Background: an optimization exercise with open tools, aiming at small area, a short achievable clock period and few clock cycles per item. Do not read the settings as production practice.
The RTL was checked by simulation tests, not by an equivalence proof against the original design.

==> inputs of try-raven <==
## gf251_encode
module gf251_encode (
    input  wire         clk,
    input  wire         rst,
    input  wire         start,
    input  wire [3:0]   k,
    input  wire [7:0]   n,
    input  wire [7:0]   r,
    input  wire [111:0] px,         
    output wire         ready,
    output wire         out_valid,
    input  wire         out_ready,
    output wire         out_last,
    output wire         out_err,
    output wire [7:0]   out_m,      
    output wire [7:0]   out_d       
);
==> module gf251_mul, before the edit <==
module gf251_mul (
    input  wire [7:0] a,
    input  wire [7:0] b,
    output wire [7:0] p
);
    wire [15:0] prod = a * b;
    wire [10:0] q    = prod[15:8] * 3'd5 + prod[7:0];    
    wire [8:0]  s    = q[10:8] * 3'd5 + q[7:0];           
    assign p = (s >= 9'd251) ? s - 9'd251 : s[7:0];
endmodule
==> module gf251_encode, before the edit <==
module gf251_encode (
    input  wire         clk,
    input  wire         rst,
    input  wire         start,
    input  wire [3:0]   k,
    input  wire [7:0]   n,
    input  wire [7:0]   r,
    input  wire [111:0] px,         
    output wire         ready,
    output wire         out_valid,
    input  wire         out_ready,
    output wire         out_last,
    output wire         out_err,
    output wire [7:0]   out_m,      
    output wire [7:0]   out_d       
);
    function [7:0] norm8(input [7:0] v);
        begin
            norm8 = (v >= 8'd251) ? v - 8'd251 : v;
        end
    endfunction
    function [7:0] fadd(input [7:0] a, input [7:0] b);
        reg [8:0] s;
        begin
            s = a + b;
            fadd = (s >= 9'd251) ? s - 9'd251 : s[7:0];
        end
    endfunction
    function [7:0] cmul(input [7:0] x, input [2:0] c);
        reg [10:0] p;
        reg [8:0]  q;
        begin
            p = x * c;
            q = p[10:8] * 3'd5 + p[7:0];
            cmul = (q >= 9'd251) ? q - 9'd251 : q[7:0];
        end
    endfunction
    reg        pend;        
    reg [1:0]  pc;          
    reg [7:0]  P [0:13];
    reg [7:0]  R;           
    reg [7:0]  B0;
    reg [3:0]  KK;
    reg [7:0]  NN;
    reg        bad;
    wire [7:0] mul_p;
    gf251_mul u_mul (.a(R), .b(pc[1] ? P[1] : P[0]), .p(mul_p));
    localparam E_IDLE = 3'd0;
    localparam E_CONV = 3'd1;
    localparam E_STEP = 3'd2;
    localparam E_OUT  = 3'd3;
    localparam E_ERR  = 3'd4;
    reg [2:0]  est;
    reg [2:0]  s;
    reg [3:0]  ek;
    reg [7:0]  cnt;
    reg [7:0]  F [0:7];
    reg [7:0]  G [0:7];
    reg        o_valid, o_last, o_err;
    wire xfer     = o_valid & out_ready;
    wire eng_free = (est == E_IDLE) || (xfer && o_last);
    wire launch   = pend && (pc == 2'd3) && eng_free;
    wire last_s   = ({1'b0, s} == ek - 4'd1);
    wire release_p = (launch && bad) || (est == E_CONV && last_s);
    wire estep    = (est == E_STEP) || (est == E_OUT && out_ready);
    wire conv     = (est == E_CONV);
    wire [7:0] sumF [0:6];
    wire [7:0] sumG [0:6];
    genvar t;
    generate
        for (t = 0; t < 7; t = t + 1) begin : g_sum
            assign sumF[t] = fadd(F[t], F[t+1]);
            assign sumG[t] = fadd(G[t], G[t+1]);
        end
    endgenerate
    wire [3:0] gidx  = ek + {1'b0, s} - 4'd2;
    wire [7:0] feedF = norm8(P[s]);
    wire [7:0] feedG = (s == 3'd0) ? B0 : (s == 3'd1) ? R : norm8(P[gidx]);
    assign ready = ~pend;
    integer q;
    always @(posedge clk) begin
        if (!pend) begin
            for (q = 0; q < 14; q = q + 1) P[q] <= px[8*q +: 8];
            R  <= r;
            KK <= k;
            NN <= n;
        end else begin
            case (pc)
                2'd0: begin
                    P[0] <= (norm8(P[0]) == 8'd0) ? 8'd1 : norm8(P[0]);
                    P[1] <= (norm8(P[1]) == 8'd0) ? 8'd1 : norm8(P[1]);
                    R    <= 8'd251 - R;
                    bad  <= (KK < 4'd3) || (KK > 4'd8) || (NN < {4'd0, KK}) || (NN > 8'd250);
                end
                2'd1: B0 <= mul_p;
                2'd2: R  <= mul_p;
                default: ;
            endcase
        end
        if (conv) begin
            F[0] <= feedF;
            G[0] <= feedG;
            for (q = 1; q < 8; q = q + 1) begin
                F[q] <= (s == 3'd0) ? 8'd0 : cmul(sumF[q-1], q);
                G[q] <= (s == 3'd0) ? 8'd0 : cmul(sumG[q-1], q);
            end
        end else if (estep) begin
            for (q = 0; q < 7; q = q + 1) begin
                F[q] <= sumF[q];
                G[q] <= sumG[q];
            end
        end
        if (launch) begin
            ek  <= KK;
            cnt <= NN;
            s   <= 3'd0;
        end else if (conv) begin
            s <= s + 3'd1;
        end else if (est == E_STEP || xfer) begin
            cnt <= cnt - 8'd1;
        end
        if (rst) begin
            pend    <= 1'b0;
            pc      <= 2'd0;
            est     <= E_IDLE;
            o_valid <= 1'b0;
            o_last  <= 1'b0;
            o_err   <= 1'b0;
        end else begin
            if (!pend) begin
                pend <= start;
                pc   <= 2'd0;
            end else begin
                if (pc != 2'd3) pc <= pc + 2'd1;
                if (release_p) pend <= 1'b0;
            end
            if (launch) begin
                est     <= bad ? E_ERR : E_CONV;
                o_valid <= bad;
                o_err   <= bad;
                o_last  <= bad;
            end else begin
                case (est)
                    E_CONV: if (last_s) est <= E_STEP;
                    E_STEP: begin
                        est     <= E_OUT;
                        o_valid <= 1'b1;
                        o_last  <= (cnt == 8'd1);
                    end
                    E_OUT: if (out_ready) begin
                        if (o_last) begin
                            est     <= E_IDLE;
                            o_valid <= 1'b0;
                        end
                        o_last <= (cnt == 8'd1);
                    end
                    E_ERR: if (out_ready) begin
                        est     <= E_IDLE;
                        o_valid <= 1'b0;
                        o_err   <= 1'b0;
                    end
                    default: est <= E_IDLE;
                endcase
            end
        end
    end
    assign out_valid = o_valid;
    assign out_last  = o_last;
    assign out_err   = o_err;
    assign out_m     = F[0];
    assign out_d     = G[0];
endmodule
make LEC_CHECK=0 CAP_MARGIN=20 CORE_MARGIN=2 CORE_UTILIZATION=40 PLACE_DENSITY=0.6 SLEW_MARGIN=20 finish   # period 22.0 ns
run.sh (not shown) runs the stock make flow with config.mk's settings and CLKGATE_MAP_FILE= SYNTH_SCRIPT=/design/flow/synth_recipe.tcl, a recipe that flattens the netlist after the stock synthesis.
==> try-garnet (differences from try-raven) <==
==> flow/design.v (replaced) <==
module gf251_mul (
    input  wire [15:0] prod,
    output wire [7:0]  p
);
    wire [10:0] q = prod[15:8] * 3'd5 + prod[7:0];    
    wire [8:0]  s = q[10:8] * 3'd5 + q[7:0];           
    assign p = (s >= 9'd251) ? s - 9'd251 : s[7:0];
endmodule
module gf251_encode (
    input  wire         clk,
    input  wire         rst,
    input  wire         start,
    input  wire [3:0]   k,
    input  wire [7:0]   n,
    input  wire [7:0]   r,
    input  wire [111:0] px,         
    output wire         ready,
    output wire         out_valid,
    input  wire         out_ready,
    output wire         out_last,
    output wire         out_err,
    output wire [7:0]   out_m,      
    output wire [7:0]   out_d       
);
    function [7:0] norm8(input [7:0] v);
        begin
            norm8 = (v >= 8'd251) ? v - 8'd251 : v;
        end
    endfunction
    function [8:0] lfold(input [9:0] u);
        begin
            lfold = u[7:0] + u[9:8] * 3'd5;
        end
    endfunction
    function [7:0] canon(input [9:0] u);
        begin
            canon = (u >= 10'd502) ? u - 10'd502 : (u >= 10'd251) ? u - 10'd251 : u[7:0];
        end
    endfunction
    function [8:0] cmul(input [9:0] u, input [2:0] c);
        reg [12:0] v;
        begin
            v = u * c;
            cmul = v[7:0] + v[12:8] * 3'd5;
        end
    endfunction
    reg        rdy;         
    wire       pend = ~rdy;  
    reg [2:0]  pc;          
    reg [15:0] PR;          
    reg [7:0]  P [0:13];
    reg [7:0]  R;           
    reg [7:0]  B0;
    reg [3:0]  KK;
    reg [7:0]  NN;
    reg        bad;
    wire [7:0]  mul_p;
    wire [15:0] mul_prod = R * (pc[1] ? P[1] : P[0]);
    gf251_mul u_mul (.prod(PR), .p(mul_p));
    localparam E_IDLE = 3'd0;
    localparam E_CONV = 3'd1;
    localparam E_STEP = 3'd2;
    localparam E_OUT  = 3'd3;
    localparam E_ERR  = 3'd4;
    reg [2:0]  est;
    reg [2:0]  s;
    reg [3:0]  ek;
    reg [7:0]  cnt;
    reg [8:0]  F [0:7];     
    reg [8:0]  G [0:7];
    reg        o_valid, o_last, o_err;
    wire xfer     = o_valid & out_ready;
    wire eng_free = (est == E_IDLE) || (xfer && o_last);
    wire launch   = pend && pc[2] && eng_free;
    wire last_s   = ({1'b0, s} == ek - 4'd1);
    wire release_p = (launch && bad) || (est == E_CONV && last_s);
    wire estep    = (est == E_STEP) || (est == E_OUT && out_ready);
    wire conv     = (est == E_CONV);
    wire [9:0] sumF [0:6];    
    wire [9:0] sumG [0:6];
    genvar t;
    generate
        for (t = 0; t < 7; t = t + 1) begin : g_sum
            assign sumF[t] = {1'b0, F[t]} + {1'b0, F[t+1]};
            assign sumG[t] = {1'b0, G[t]} + {1'b0, G[t+1]};
        end
    endgenerate
    wire [7:0] nextF0 = canon(sumF[0]);
    wire [7:0] nextG0 = canon(sumG[0]);
    wire [3:0] gidx  = ek + {1'b0, s} - 4'd2;
    wire [7:0] feedF = norm8(P[s]);
    wire [7:0] feedG = norm8(P[gidx]);
    assign ready = rdy;
    integer q;
    always @(posedge clk) begin
        if (!pend) begin
            for (q = 0; q < 14; q = q + 1) P[q] <= px[8*q +: 8];
            R  <= r;
            KK <= k;
            NN <= n;
        end else begin
            case (pc)
                3'd0: begin
                    P[0] <= (norm8(P[0]) == 8'd0) ? 8'd1 : norm8(P[0]);
                    P[1] <= (norm8(P[1]) == 8'd0) ? 8'd1 : norm8(P[1]);
                    R    <= 8'd251 - R;
                    bad  <= (KK < 4'd3) || (KK > 4'd8) || (NN < {4'd0, KK}) || (NN > 8'd250);
                end
                3'd1: PR <= mul_prod;
                3'd2: begin
                    B0 <= mul_p;
                    PR <= mul_prod;
                end
                3'd3: R  <= mul_p;
                default: ;
            endcase
        end
        if (launch) begin
            F[0] <= {1'b0, P[1]};
            F[1] <= {1'b0, P[0]};
            G[0] <= {1'b0, R};
            G[1] <= {1'b0, B0};
            for (q = 2; q < 8; q = q + 1) begin
                F[q] <= 9'd0;
                G[q] <= 9'd0;
            end
        end else if (conv) begin
            F[0] <= {1'b0, feedF};
            G[0] <= {1'b0, feedG};
            F[1] <= {1'b0, nextF0};
            G[1] <= {1'b0, nextG0};
            for (q = 2; q < 8; q = q + 1) begin
                F[q] <= cmul(sumF[q-1], q);
                G[q] <= cmul(sumG[q-1], q);
            end
        end else if (estep) begin
            F[0] <= {1'b0, nextF0};
            G[0] <= {1'b0, nextG0};
            for (q = 1; q < 7; q = q + 1) begin
                F[q] <= lfold(sumF[q]);
                G[q] <= lfold(sumG[q]);
            end
        end
        if (launch) begin
            ek  <= KK;
            cnt <= NN;
            s   <= 3'd2;
        end else if (conv) begin
            s <= s + 3'd1;
        end else if (est == E_STEP || xfer) begin
            cnt <= cnt - 8'd1;
        end
        if (rst) begin
            pc      <= 3'd0;
            rdy     <= 1'b1;
            est     <= E_IDLE;
            o_valid <= 1'b0;
            o_last  <= 1'b0;
            o_err   <= 1'b0;
        end else begin
            if (!pend) begin
                rdy  <= ~start;
                pc   <= 3'd0;
            end else begin
                if (!pc[2]) pc <= pc + 3'd1;
                if (release_p) begin
                    rdy  <= 1'b1;
                end
            end
            if (launch) begin
                est     <= bad ? E_ERR : E_CONV;
                o_valid <= bad;
                o_err   <= bad;
                o_last  <= bad;
            end else begin
                case (est)
                    E_CONV: if (last_s) est <= E_STEP;
                    E_STEP: begin
                        est     <= E_OUT;
                        o_valid <= 1'b1;
                        o_last  <= (cnt == 8'd1);
                    end
                    E_OUT: if (out_ready) begin
                        if (o_last) begin
                            est     <= E_IDLE;
                            o_valid <= 1'b0;
                        end
                        o_last <= (cnt == 8'd1);
                    end
                    E_ERR: if (out_ready) begin
                        est     <= E_IDLE;
                        o_valid <= 1'b0;
                        o_err   <= 1'b0;
                    end
                    default: est <= E_IDLE;
                endcase
            end
        end
    end
    assign out_valid = o_valid;
    assign out_last  = o_last;
    assign out_err   = o_err;
    assign out_m     = F[0][7:0];
    assign out_d     = G[0][7:0];
endmodule
==> comparison <==
try-garnet ran to the end with no violations. try-raven completed without violations. Between try-raven and try-garnet, the lower wire length is in try-raven (gap about 6%, measured against try-garnet). In try-garnet the utilization is lower than in try-raven, by 0.21 points. In try-garnet the clock skew is higher than in try-raven, by 0.014 ns. First-iteration DRC count: try-raven is higher than try-garnet (about 20%). Of try-raven and try-garnet, try-garnet has the higher maximum frequency (gap about 30%, measured against try-garnet). Flip-flop and latch count: try-raven is lower than try-garnet (31).
Testbench counts of try-raven, summed over its fixed seeds: cycles 5,583, items 3,482.
Testbench counts of try-garnet, summed over its fixed seeds: cycles 4,966, items 3,482.

==> separate check: timing with driven ports <==
No port has a modelled driver above. Below, the same layouts with a new extraction and two added sets of constraints.
Step 1 assumes that a clkbuf_16 drives the clock port and a buf_2 every other input.
Step 2, shift: input delay + t, output delay - t, t = (earliest + latest rising clock arrival at the registers) / 2. This alone moves slack from input paths to output paths.
Slacks: ideal ports / drivers / drivers and shift; pairs: ideal ports / drivers.
run | t (ns) | setup WS [ns] | worst setup path after step 2 | clock arrival spread, ns
try-raven | 0.613 | 11.084 / 11.084 / 11.084 | register to register | 0.021 / 0.021
try-garnet | 0.642 | 14.543 / 14.514 / 13.872 | input to register | 0.039 / 0.040
After both steps every run listed still meets setup and hold. For try-garnet, which loses most, drivers alone change the setup slack by -0.029 ns; drivers and shift together by -0.671 ns.
